This design comes from an exercise in tuning for small area, a short achievable clock period and few clock cycles per item on the open sky130 flow, not from production work.
Only simulation tests tie the RTL to the original design; equivalence was not proved.
Power and IR drop assume default switching activity.

==> design/flow/design.v <==
module r30h (
    input  wire         clk,
    input  wire         rst,         
    input  wire         in_valid,
    input  wire [9:0]   in_token,    
    output wire         in_ready,
    output wire         done,
    output wire         failed,
    output wire [255:0] digest,
    output wire [31:0]  status
);
    localparam integer CELLS     = 2688;
    localparam integer KEY_START = 1212;
    localparam integer KEY_BITS  = 264;
    localparam integer MID       = 1344;
    localparam integer SKIP_ROWS = 1848;
    localparam integer LAST_ROW  = 2359;
    localparam [2:0] P_ABSORB = 3'd0,
                     P_MIX    = 3'd1,
                     P_SEED   = 3'd2,
                     P_RUN    = 3'd3,
                     P_FOLD   = 3'd4,
                     P_PADX   = 3'd5,
                     P_DONE   = 3'd6,
                     P_FAILED = 3'd7;
    localparam [1:0] OP_INIT   = 2'd0,
                     OP_PUSH   = 2'd1,
                     OP_FINISH = 2'd2,
                     OP_ABORT  = 2'd3;
    reg [2:0]        phase;
    reg [255:0]      s;
    reg [255:0]      blk;
    reg [263:0]      key;
    reg [255:0]      outr;
    reg [CELLS-1:0]  a;          
    reg [63:0]       total;
    reg [5:0]        fill;
    reg              last;
    reg              extra;
    reg              perr;
    reg              lovf;
    reg [7:0]        cause;
    reg [11:0]       row;
    reg [8:0]        k;
    wire       rest   = (phase == P_ABSORB) || (phase == P_DONE) || (phase == P_FAILED);
    wire       accept = in_valid && rest;
    wire [1:0] op     = in_token[9:8];
    wire [7:0] arg    = in_token[7:0];
    wire [CELLS-1:0] left_nb  = {a[CELLS-2:0], 1'b0};
    wire [CELLS-1:0] right_nb = {1'b0, a[CELLS-1:1]};
    wire [CELLS-1:0] a_next   = left_nb ^ (a | right_nb);
    reg [CELLS-1:0] a_seed;
    integer j;
    always @(*) begin
        a_seed = {CELLS{1'b0}};
        for (j = 0; j < KEY_BITS; j = j + 1)
            a_seed[KEY_START + j] = key[KEY_BITS - 1 - j];
    end
    wire [64:0] total_plus_block = {1'b0, total} + 65'd32;
    wire [64:0] total_plus_fill  = {1'b0, total} + {59'd0, fill};
    reg [255:0] blk_final;
    integer i;
    always @(*) begin
        blk_final = blk;
        for (i = 0; i < 32; i = i + 1)
            if (i >= fill)
                blk_final[255 - 8*i -: 8] = 8'h00;
        if (fill <= 6'd24)
            blk_final[63:0] = total_plus_fill[63:0];
    end
    wire sample_row = (row >= SKIP_ROWS) && row[0];
    always @(posedge clk) begin
        if (rst) begin
            phase <= P_ABSORB;
            s     <= 256'd0;
            blk   <= 256'd0;
            key   <= 264'd0;
            outr  <= 256'd0;
            a     <= {CELLS{1'b0}};
            total <= 64'd0;
            fill  <= 6'd0;
            last  <= 1'b0;
            extra <= 1'b0;
            perr  <= 1'b0;
            lovf  <= 1'b0;
            cause <= 8'd0;
            row   <= 12'd0;
            k     <= 9'd0;
        end else if (accept && op == OP_INIT) begin
            phase <= P_ABSORB;
            s     <= 256'd0;
            blk   <= 256'd0;
            key   <= 264'd0;
            outr  <= 256'd0;
            a     <= {CELLS{1'b0}};
            total <= 64'd0;
            fill  <= 6'd0;
            last  <= 1'b0;
            extra <= 1'b0;
            lovf  <= 1'b0;
            cause <= 8'd0;
            row   <= 12'd0;
            k     <= 9'd0;
        end else begin
            case (phase)
                P_ABSORB: if (accept) begin
                    case (op)
                        OP_PUSH: begin
                            blk[255 - 8*fill -: 8] <= arg;
                            if (fill == 6'd31) begin
                                fill  <= 6'd32;
                                total <= total_plus_block[63:0];
                                if (total_plus_block[64])
                                    lovf <= 1'b1;
                                phase <= P_MIX;
                            end else begin
                                fill <= fill + 6'd1;
                            end
                        end
                        OP_FINISH: begin
                            total <= total_plus_fill[63:0];
                            if (total_plus_fill[64])
                                lovf <= 1'b1;
                            blk <= blk_final;
                            if (fill <= 6'd24)
                                last <= 1'b1;
                            else
                                extra <= 1'b1;
                            phase <= P_MIX;
                        end
                        OP_ABORT: begin
                            cause <= arg;
                            phase <= P_FAILED;
                        end
                        default: ;
                    endcase
                end
                P_MIX: begin
                    key   <= {blk ^ s, 8'h01};
                    phase <= P_SEED;
                end
                P_SEED: begin
                    a     <= a_seed;
                    row   <= 12'd0;
                    k     <= 9'd0;
                    outr  <= 256'd0;
                    phase <= P_RUN;
                end
                P_RUN: begin
                    if (sample_row) begin
                        outr[255 - k] <= a[MID];
                        k <= k + 9'd1;
                    end
                    a <= a_next;
                    if (row == LAST_ROW)
                        phase <= P_FOLD;
                    else
                        row <= row + 12'd1;
                end
                P_FOLD: begin
                    s <= s ^ outr;
                    if (last)
                        phase <= P_DONE;
                    else if (extra)
                        phase <= P_PADX;
                    else begin
                        fill  <= 6'd0;
                        phase <= P_ABSORB;
                    end
                end
                P_PADX: begin
                    blk   <= {192'd0, total};
                    last  <= 1'b1;
                    extra <= 1'b0;
                    phase <= P_MIX;
                end
                default: begin
                    if (accept)
                        perr <= 1'b1;
                end
            endcase
        end
    end
    assign in_ready = rest;
    assign done     = (phase == P_DONE);
    assign failed   = (phase == P_FAILED);
    assign digest   = s;
    assign status   = {10'd0, fill, cause, 1'b0, lovf, perr, extra, last, phase};
endmodule
==> design/flow/run.sh <==
#!/bin/bash
# synth_recipe.tcl (not shown) runs the flow's synth.tcl, then flattens the netlist and writes it again
# the make line also repeats each setting of config.mk as NAME=value (left out here)
make -C /OpenROAD-flow-scripts/flow DESIGN_CONFIG=/design/flow/config.mk WORK_HOME=/design/flow/orfs CLKGATE_MAP_FILE= SYNTH_SCRIPT=/design/flow/synth_recipe.tcl finish
==> design/flow/config.mk <==
export PLATFORM = sky130hd
export DESIGN_NAME = r30h
export DESIGN_NICKNAME = r30h
export VERILOG_FILES = /design/flow/design.v
export SDC_FILE = /design/flow/constraint.sdc
export NUM_CORES = 4
export LEC_CHECK = 0
export CAP_MARGIN = 20
export CORE_MARGIN = 2
export CORE_UTILIZATION = 40
export SLEW_MARGIN = 20
==> design/flow/constraint.sdc <==
create_clock -name core_clock -period 5.0 [get_ports {clk}]
set_input_delay 1.0000 -clock core_clock [delete_from_list [all_inputs] [get_ports {clk}]]
set_output_delay 1.0000 -clock core_clock [all_outputs]
set_load 0.01 [all_outputs]
==> flow_summary.toml <==
[floorplan]
ios = 304
num_rows = 246
die_h_um = 675
core_um2 = 448000
die_w_um = 675
die-area_um2 = 455000
initial_core_util = 0.401

[clock_network]
cts_hold_buf = 0
post-cts-setup-buffers = 0
clkTransAtPathRegs_ns = 0.06
numCtsBuffers = 425
clock_path_buffers = 4
cts_resized = 0
cts_tree = "built"
clock_latency_ns = 1.04
clock_sinks = 3819
cts-root-buf = "clkbuf_16"
htree_num_levels = 5

[logic_synthesis]
ys_seq_elements = 3819
seq_area_frac_synth = 0.425
synth-edff-count = 0
synthSimpleGateAreaFrac = 0.165
syn_area_um2 = 180000
yosys.area_share.adder = 0.00220
synth_top_family_by_area = "compound AO/OA/AOI/OAI gates"
synth_top_area_share = 0.425
synth_compound_area_frac = 0.268
synth.avg_cell_area_um2 = 8.13
netlist_instances = 22200
ys_async_sr_fraction = 0
muxShareOfSynthArea = 0.00882
synth_flop_cell = "dfxtp_1"
synth_xor_area_frac = 0.0952
yosysWarnings = 1
synthTopCellsByArea = "dfxtp_1 (42%), a22oi_1 (10%), nor2_1 (10%)"
synth_top_area_cell = "dfxtp_1"
synth_cell_type_count = 91

[global_routing]
grt_usage = 0.204
antenna_found_initial = 20
grt_pass1_wl_um = 783000
grt_pass1_vias = 142000
grt_overflow_total = 0
grt_max_degree = 211

[critical_path]
cp_cell_sequence = "nand2_1, or3_1, inv_1, ha_1, or4_1, o22ai_2, o211ai_1, or3_1, or4_2, buf_12, o21ai_1"
cp_slowest_stage_delay_ns = 0.72
required_ns = 5.91
crit_fanout = 58
crit_type = "register to register"
cp_common_cell = "or3_1"
cp-end-kind = "register"
cpMaxStageDelayCell = "or4_2"
cp_num_buf_inv = 2
startpoint_type = "register"
critPathTopFamily = "simple AND/OR/NAND/NOR gates"
arrival_ns = 5.35

[sta]
hold_slack_ns = 0.460
setup_violations = 0
finClkSkew_ns = 0.0898
slew_headroom = 0.221
hold_viol = 0
max_freq_ghz = 0.225
tightest_slew_ns = 1.17
slew_violations = 0
min_period_ns = 4.44
rsz0062_at_grt = "false"
period_share = 0.888
setup_ws_ns = 0.558
tns_ns = 0

[power_and_ir_drop]
pwr-share-comb = 0.092
p_clk_frac = 0.462
p_int_w = 0.0517
cellLeakagePower_nw = 61.5
p_per_area_nw_per_um2 = 348
swShare = 0.267
switchingPower_w = 0.0188
vdd_drop_max_mv = 0.320
seqPwrFrac = 0.445

[finish]
drive_gt1_frac = 0.0501
final_cell_area_um2 = 203000
layout_common_cells = "nor2_1 (4,789), dfxtp_1 (3,818), a22oi_1 (2,438)"
final_common_cell = "nor2_1"
syn2layout_area_growth_pct = 12.5
postLayoutCoreUtil = 0.452
layout.nets = 21600

[min_path]
hold_class = "register to register"

[placement]
gp_congestion = 0.915
dp_hpwl_um = 290000
portBuffers = 292
placed_cell_area_um2 = 188000
place_ws_ns = 0.665

[drt]
dr_total_vias = 158000
dr.pass1.iters = 6
avgRoutedWirePerCell_um = 17.5
via_per_inst = 5.66
wl_um = 487000
final_antenna_net_count = 0
route.detailed.drc = 0
drt-initial-drc-count = 12400

[status]
status = "complete, no violations"

[run]
maxCapViolCount = 0
flip-flops by register name (all words and copies together) (netlist names):
signal  flops
k           9
fill        6
last        1
s         256
total      64
blk       256
outr      256
key       257
a        2688
extra       1
row        12
perr        1
cause       8
lovf        1
phase       3
cell families (layout without fill, tap and decap cells):
family | Yosys count | in the layout
buffers and inverters | 1706 | 1433
other | 1 | 16
AND/OR/NAND/NOR | 7526 | 7526
XOR/XNOR | 1957 | 1957
flip-flops | 3819 | 3819
adder cells (fa/ha/maj) | 31 | 31
multiplexers | 157 | 157
AO/OA/AOI/OAI | 6958 | 6958
power groups by stage:
stage / Sequential (W) / Clock (W) / Combinational, W
3_3_place_gp: 0.0321 / 0 / 0.00650
4_1_cts: 0.0314 / 0.0336 / 0.00654
2_1_floorplan: 0.0320 / 0 / 0.00451
6_report: 0.0314 / 0.0326 / 0.00652
5_1_grt: 0.0315 / 0.0347 / 0.00717
3_5_place_dp: 0.0321 / 0 / 0.00653
path summary, 6_finish.rpt:
path,slack (ns),startpoint,to,cells past startpoint
setup / recovery,0.56,k[4],outr[3],11
hold / removal,0.46,key[0],key[0],2
setup reg to reg,0.56,k[4],outr[3],11
hold reg to reg,0.46,key[0],key[0],2
cells in the mapped netlist (all sizes together) (162+ instances only):
cell type and instances:
clkbuf 1599, dfxtp 3819, nor2 4795, o21ai 833, o32ai 1177, o211ai 264, xor2 433, a22oi 2438
a211oi 385, a21oi 1512, nand2 2120, or3 162, xnor2 1524
per-layer routing:
| layer | up-vias | GRT usage | wire (um) |
|---|---|---|---|
| li1 | 78400 | - | - |
| met1 | 74800 | 0.280 | 226000 |
| met2 | 3407 | 0.322 | 214000 |
| met3 | 891 | 0.0298 | 27500 |
| met4 | 8 | 0.0773 | 19300 |
| met5 | - | 0 | 45 |
worst reg2reg max path: stages, from the launching register on:
cell      delay, ns
dfxtp_1        0.61
nand2_1        0.31
or3_1          0.45
inv_1          0.07
ha_1           0.33
or4_1          0.58
o22ai_2        0.20
o211ai_1       0.15
or3_1          0.40
or4_2          0.72
buf_12         0.29
o21ai_1        0.25
cell type report:
cell class / count / area (um2)
flip-flops and latches: 3819 / 76500
clock inverters: 154 / 2100
repair buffers: 634 / 6820
multi-input cells: 16600 / 97200
well taps: 5952 / 7450
fillers: 43800 / 246000
inverters: 26 / 97.6
diodes: 5 / 12.5
clock buffers: 619 / 12500
through the flow:
step                power, W  instances
finish                0.0706      27800
floorplan             0.0365      22200
CTS                   0.0715      27800
global route          0.0734      27800
detailed placement    0.0386      27100
global placement      0.0386      27100
Testbench counts, summed over its fixed seeds: cycles 530,339, blocks 222.

static timing again, ports no longer ideal:
In the flow no input, the clock included, has a driving cell. The finished layout below was timed again as built, in two steps.
Step 1: set_driving_cell puts a clkbuf_16 on clk and a buf_2 on each other input, an assumption about the parent block.
Step 2 also shifts input and output timing later by t, the mid clock arrival at the registers, as if the neighbouring blocks saw the same clock.
a / b / c = ideal / step 1 / step 2; a / b = the first two.
t, ns: 1.109
setup slack, ns: 0.558 / 0.558 / 0.558
worst hold slack (ns): 0.460 / 0.460 / 0.460
After both steps this run still meets setup and hold. For this run, drivers alone change the setup slack by 0.000 ns; drivers and shift together by 0.000 ns.
